From an optimization exercise on the open Yosys and OpenROAD flow, aimed at small area; shortcuts taken in it are not production practice.
Function was checked by simulation only, so behaviour that the tests miss may differ from the original.
Power is estimated from default activity; no workload was simulated.

==> raven: inputs <==
Design irps, start of the top module:
module irps (
    input  wire        clk,
    input  wire        rst,         
    input  wire        ev_valid,
    input  wire [3:0]  ev_kind,     
    input  wire [9:0]  ev_arg,
    input  wire [31:0] ev_wdata,
    output reg         rsp_valid,
    output reg         rsp_err,
    output reg  [31:0] rsp_rdata,
    output wire [2:0]  ch_en,
    output wire [2:0]  dir_out,
    output wire        err_out
);
Settings: LEC_CHECK=0, CAP_MARGIN=20, CORE_MARGIN=2, CORE_UTILIZATION=55, SLEW_MARGIN=20; clock period 8.0 ns.
standard.sh (not shown) runs the stock make flow with config.mk's settings and CLKGATE_MAP_FILE= SYNTH_SCRIPT=/design/flow/synth_recipe.tcl, a recipe that flattens the netlist after the stock synthesis.
==> flow/flow/run.sh <==
#!/bin/bash
# Own layout flow: the standard synthesis; its combinational logic
# re-mapped by ABC with an area-oriented script, from four random seeds,
# keeping the smallest result (every flip-flop keeps its cell and name);
# then the standard layout steps, with the port buffers made of
# sky130_fd_sc_hd__buf_1 and a clock tree of small buffers without dummy
# loads. Each tool's output goes to a log here.
set -euo pipefail
W=$(pwd)
R=$W/orfs/results/$FLOW_PLATFORM/irps/base
bash standard.sh synth > $W/synth.log 2>&1
cp $R/1_2_yosys.v $W/standard_synth.v
for S in 1 2 3 4; do
  sed "s/@SEED@/$S/g" $W/flow/abc_area.script > $W/abc_area_$S.script
  REMAP_LIB=$FLOW_HOME/platforms/sky130hd/lib/sky130_fd_sc_hd__tt_025C_1v80.lib \
  REMAP_IN=$W/standard_synth.v REMAP_OUT=$W/remapped_$S.v REMAP_TOP=$FLOW_TOP \
  REMAP_SCRIPT=$W/abc_area_$S.script \
    yosys -c $W/flow/remap.tcl > $W/remap_$S.log 2>&1 &
done
wait
best=""; best_area=""
for S in 1 2 3 4; do
  a=$(grep "Chip area for module" $W/remap_$S.log | tail -1 | awk '{print $NF}')
  echo "seed $S area $a" >> $W/remap_choice.log
  if [[ -n "$a" && -f $W/remapped_$S.v ]]; then
    if [[ -z "$best" ]] || awk "BEGIN{exit !($a < $best_area)}"; then
      best=$S; best_area=$a
    fi
  fi
done
echo "chosen seed $best area $best_area" >> $W/remap_choice.log
cp $W/remapped_$best.v $R/1_2_yosys.v
rm -f $R/1_synth.odb
CTS_ARGS="-sink_clustering_enable -repair_clock_nets -dont_use_dummy_load"
CTS_ARGS="$CTS_ARGS -buf_list sky130_fd_sc_hd__clkbuf_4"
CTS_ARGS="$CTS_ARGS -sink_clustering_size 10 -sink_clustering_max_diameter 40"
bash standard.sh "BUFFER_PORTS_ARGS=-buffer_cell sky130_fd_sc_hd__buf_1" \
  "CTS_ARGS=$CTS_ARGS" finish > $W/layout.log 2>&1
==> flow/flow/abc_area.script <==
strash
&get -n
&st
&deepsyn -T 30 -S @SEED@
&st
&deepsyn -T 30 -S @SEED@
&dch -f
&nf -R 1000 -p -C 32 -F 16 -A 8
&put
==> flow/flow/remap.tcl <==
# Re-map the combinational logic of the standard synthesis for area.
# The flip-flops (their cells and instance names) are kept as they are.
yosys -import
set lib $::env(REMAP_LIB)
read_liberty -ignore_miss_func $lib
read_verilog -defer $::env(REMAP_IN)
hierarchy -top $::env(REMAP_TOP)
foreach c {sky130_fd_sc_hd__dfxtp_1 sky130_fd_sc_hd__edfxtp_1} {
  setattr -mod -set keep_hierarchy 1 =$c
}
flatten
opt_clean
select -module $::env(REMAP_TOP)
abc -script $::env(REMAP_SCRIPT) -liberty $lib \
  -dont_use *probe* -dont_use *lpflow*
select -clear
opt_clean -purge
hilomap -singleton -hicell sky130_fd_sc_hd__conb_1 HI \
  -locell sky130_fd_sc_hd__conb_1 LO
splitnets
opt_clean -purge
stat -liberty $lib
read_liberty -lib -overwrite $lib
check -assert -mapped
write_verilog -noattr -nohex -nodec $::env(REMAP_OUT)
==> inputs of fjord, as changes to raven <==
--- a/flow/design.v
+++ b/flow/design.v
@@ -12,33 +12,29 @@
     output reg  [31:0] snap_seq,    
     output reg  [31:0] snap_age     
 );
     reg [12:0] cap_cnt;
     reg        active;           
-    reg [4:0]  bit_count;
-    reg [7:0]  byte_reg;
-    reg        run_aok, run_cok;
+    reg [31:0] shift_reg;        
     reg        repeat_armed;
     reg [31:0] since_last_ms;
     reg        key_pub;          
     reg        key_aok, key_cok;
     reg [7:0]  key_raw;          
     reg [31:0] key_press;
     reg [31:0] pub_seq;
     wire [12:0] d = cap_cnt;
-    wire le_4700   = (d <= 13'd4700);
-    wire is_leader = (d >= 13'd4200) && le_4700;
+    wire is_leader = (d >= 13'd4200) && (d <= 13'd4700);
     wire is_repeat = (d >= 13'd2000) && (d <= 13'd3000);
     wire is_one    = (d >= 13'd1400) && (d <= 13'd1800);
     wire is_zero   = (d >= 13'd300)  && (d <= 13'd800);
     wire is_bit    = is_one || is_zero;
     wire fall = edge_ev && edge_fall;
-    wire        last    = &bit_count;
-    wire        differs = is_one ^ byte_reg[0];
-    wire [7:0]  byte_nx = {bit_count[3] ? byte_reg[0] : is_one, byte_reg[7:1]};
-    wire addr_ok  = run_aok;
-    wire cmd_ok   = run_cok && differs;
+    wire        last = shift_reg[0];
+    wire [31:0] word = {is_one, shift_reg[31:1]};
+    wire addr_ok = (word[7:0]   == ~word[15:8]);
+    wire cmd_ok  = (word[23:16] == ~word[31:24]);
     wire frame_ok = addr_ok && cmd_ok;
     wire complete = fall && active && is_bit && last;
     wire rep      = fall && !active && is_repeat && repeat_armed;
     wire publish  = complete || rep;
     wire key_valid = key_aok && key_cok;
@@ -46,11 +42,11 @@
                        key_raw & {8{key_valid}}};
     reg [13:0] cap_c;
     reg [32:0] since_c, press_c, seq_c;
     integer i;
     always @(*) begin
-        cap_c[0]   = us_tick && le_4700;
+        cap_c[0]   = us_tick && !(&cap_cnt);
         since_c[0] = ms_tick && !(&since_last_ms);
         press_c[0] = rep && !(&key_press);
         seq_c[0]   = publish;
         for (i = 0; i < 13; i = i + 1)
             cap_c[i+1] = cap_c[i] & cap_cnt[i];
@@ -77,25 +73,14 @@
             else if (!is_bit || last)
                 active <= 1'b0;
         end
     end
     always @(posedge clk) begin
-        if (!active) begin
-            bit_count <= 5'd0;
-            run_aok   <= 1'b1;
-            run_cok   <= 1'b1;
-        end else if (fall && is_bit) begin
-            bit_count <= bit_count + 5'd1;
-            if (bit_count[4:3] == 2'd1 && !differs)
-                run_aok <= 1'b0;
-            if (bit_count[4:3] == 2'd3 && !differs)
-                run_cok <= 1'b0;
-        end
-    end
-    always @(posedge clk) begin
-        if (fall && is_bit)
-            byte_reg <= byte_nx;
+        if (!active)
+            shift_reg <= 32'h80000000;
+        else if (fall && is_bit)
+            shift_reg <= {is_one, shift_reg[31:1]};
     end
     always @(posedge clk) begin
         if (rst)
             repeat_armed <= 1'b0;
         else if (fall && !active && is_leader)
@@ -114,11 +99,11 @@
             key_cok <= cmd_ok;
         end
     end
     always @(posedge clk) begin
         if (complete)
-            key_raw <= byte_nx;
+            key_raw <= word[23:16];
     end
     always @(posedge clk) begin
         if (rst)
             key_press <= 32'd0;
         else if (complete)
@@ -217,31 +202,20 @@
                    (busy[1] && pd_src == 4'd1) ||
                    (busy[2] && pd_src == 4'd2));
     wire        ld_arg = do_prog && arg_v && !rst;
     wire [31:0] pd_src_val = ({32{busy[0]}} & pend0) | ({32{busy[1]}} & pend1) |
                              ({32{busy[2]}} & pend2);
-    reg  [32:0] pz;
-    reg  [3:0]  pzg;
+    wire [31:0] pm = ({32{ld_arg}} & arg) | ({32{pd_hit}} & pd_src_val);
+    reg  [32:0] bw;
     integer i;
     always @(*) begin
-        for (i = 0; i < 4; i = i + 1)
-            pzg[i] = ~|pd_src_val[8*i +: 8];
-        pz[0] = 1'b1;
-        for (i = 0; i < 32; i = i + 1) begin
-            if (i == 7)
-                pz[i+1] = pzg[0];
-            else if (i == 15)
-                pz[i+1] = pzg[0] & pzg[1];
-            else if (i == 23)
-                pz[i+1] = pzg[0] & pzg[1] & pzg[2];
-            else
-                pz[i+1] = pz[i] & !pd_src_val[i];
-        end
+        bw[0] = pd_hit;
+        for (i = 0; i < 32; i = i + 1)
+            bw[i+1] = bw[i] & !pm[i];
     end
-    wire [31:0] pnew = ({32{ld_arg}} & arg) |
-                       ({32{pd_hit}} & (pd_src_val ^ pz[31:0]));
-    wire last_pulse = pd_hit && pd_src_val[0] && !(|pd_src_val[31:1]);
+    wire [31:0] pnew = pm ^ bw[31:0];
+    wire last_pulse = pd_hit && pm[0] && !(|pm[31:1]);
     wire [2:0] pwe = {3{rst}} | ({3{do_prog || do_abort}} & chsel) |
                      ({3{pd_hit}} & busy);
     always @(posedge clk) begin
         if (pwe[0]) pend0 <= pnew;
         if (pwe[1]) pend1 <= pnew;
==> flow/run.sh (new file) <==
#!/bin/bash
# synth_recipe.tcl (not shown) runs the flow's synth.tcl, then flattens the netlist and writes it again
# the make line also repeats each setting of config.mk as NAME=value (left out here)
make -C /OpenROAD-flow-scripts/flow DESIGN_CONFIG=/design/flow/config.mk WORK_HOME=/design/flow/orfs CLKGATE_MAP_FILE= SYNTH_SCRIPT=/design/flow/synth_recipe.tcl finish
--- a/flow/config.mk
+++ b/flow/config.mk
@@ -5,7 +5,7 @@
 export SDC_FILE = /design/flow/constraint.sdc
 export NUM_CORES = 4
 export LEC_CHECK = 0
 export CAP_MARGIN = 20
 export CORE_MARGIN = 2
-export CORE_UTILIZATION = 55
+export CORE_UTILIZATION = 40
 export SLEW_MARGIN = 20
removed: flow/flow/run.sh
removed: flow/flow/abc_area.script
removed: flow/flow/remap.tcl
removed: flow/standard.sh
==> qor summary <==
item                                                                                   raven                       fjord
End point of the critical path                                             u_dec.pub_seq[31]             u_seq.pend2[31]
Hold slack                                                                          0.425 ns                    0.431 ns
Leakage power figure                                                                 6.17 nW                     8.78 nW
HPWL after DPL                                                                      33100 um                    40200 um
Most used cell along the critical path                               sky130_fd_sc_hd__and3_1       sky130_fd_sc_hd__ha_4
Post-cts repair resize count                                                               0                          14
Netlist area before placement                                                    15900 sq um                 18400 sq um
Clock tree root buffer cell                                        sky130_fd_sc_hd__clkbuf_4  sky130_fd_sc_hd__clkbuf_16
Share of total power consumed by net switching                                         22.5%                       21.7%
Final standard cell count with taps included and fillers excluded                       1863                        2288
Fraction of the core area covered by cells at the end of the flow                      60.7%                       49.3%
Via count of the first global-routing pass                                             11400                       13200
Hold EP                                                                    u_dec.byte_reg[2]          u_dec.snap_seq[13]
Post-synthesis net count                                                                1362                        1697
Met2 routed wirelength                                                              19900 um                    25200 um
Overall global routing resource usage                                                  31.6%                       23.2%
Internal power of the cells                                                        0.00247 W                   0.00350 W
Result of the run                                           no timing/DRC/antenna violations  no timing/DRC/antenna violations

-- static timing again, ports no longer ideal --
In the flow no input, the clock included, has a driving cell. The finished layouts below were timed again as built, in two steps.
Step 1 (the two cells are an assumption about what drives the block):
set clk [get_ports {clk}]
set_driving_cell -lib_cell sky130_fd_sc_hd__clkbuf_16 $clk
set_driving_cell -lib_cell sky130_fd_sc_hd__buf_2 [delete_from_list [all_inputs] $clk]
Step 2, shift: input delay + t, output delay - t, t = (earliest + latest rising clock arrival at the registers) / 2. This alone moves slack from input paths to output paths.
a / b / c = no drivers / after step 1 / after step 2; a / b = the first two.
run	t, ns	setup slack, ns	worst hold slack (ns)	worst setup path at the end	worst slew at a driven data input, ns
raven	0.720	0.752 / 0.770 / 0.052	0.425 / 0.425 / 0.425	input to register	0.05
fjord	0.623	0.136 / 0.168 / -0.455	0.431 / 0.431 / 0.431	input to register	0.05
Met with ideal ports but missed after step 2: setup timing in fjord. For raven, which loses most, drivers alone change the setup slack by +0.018 ns; drivers and shift together by -0.700 ns.
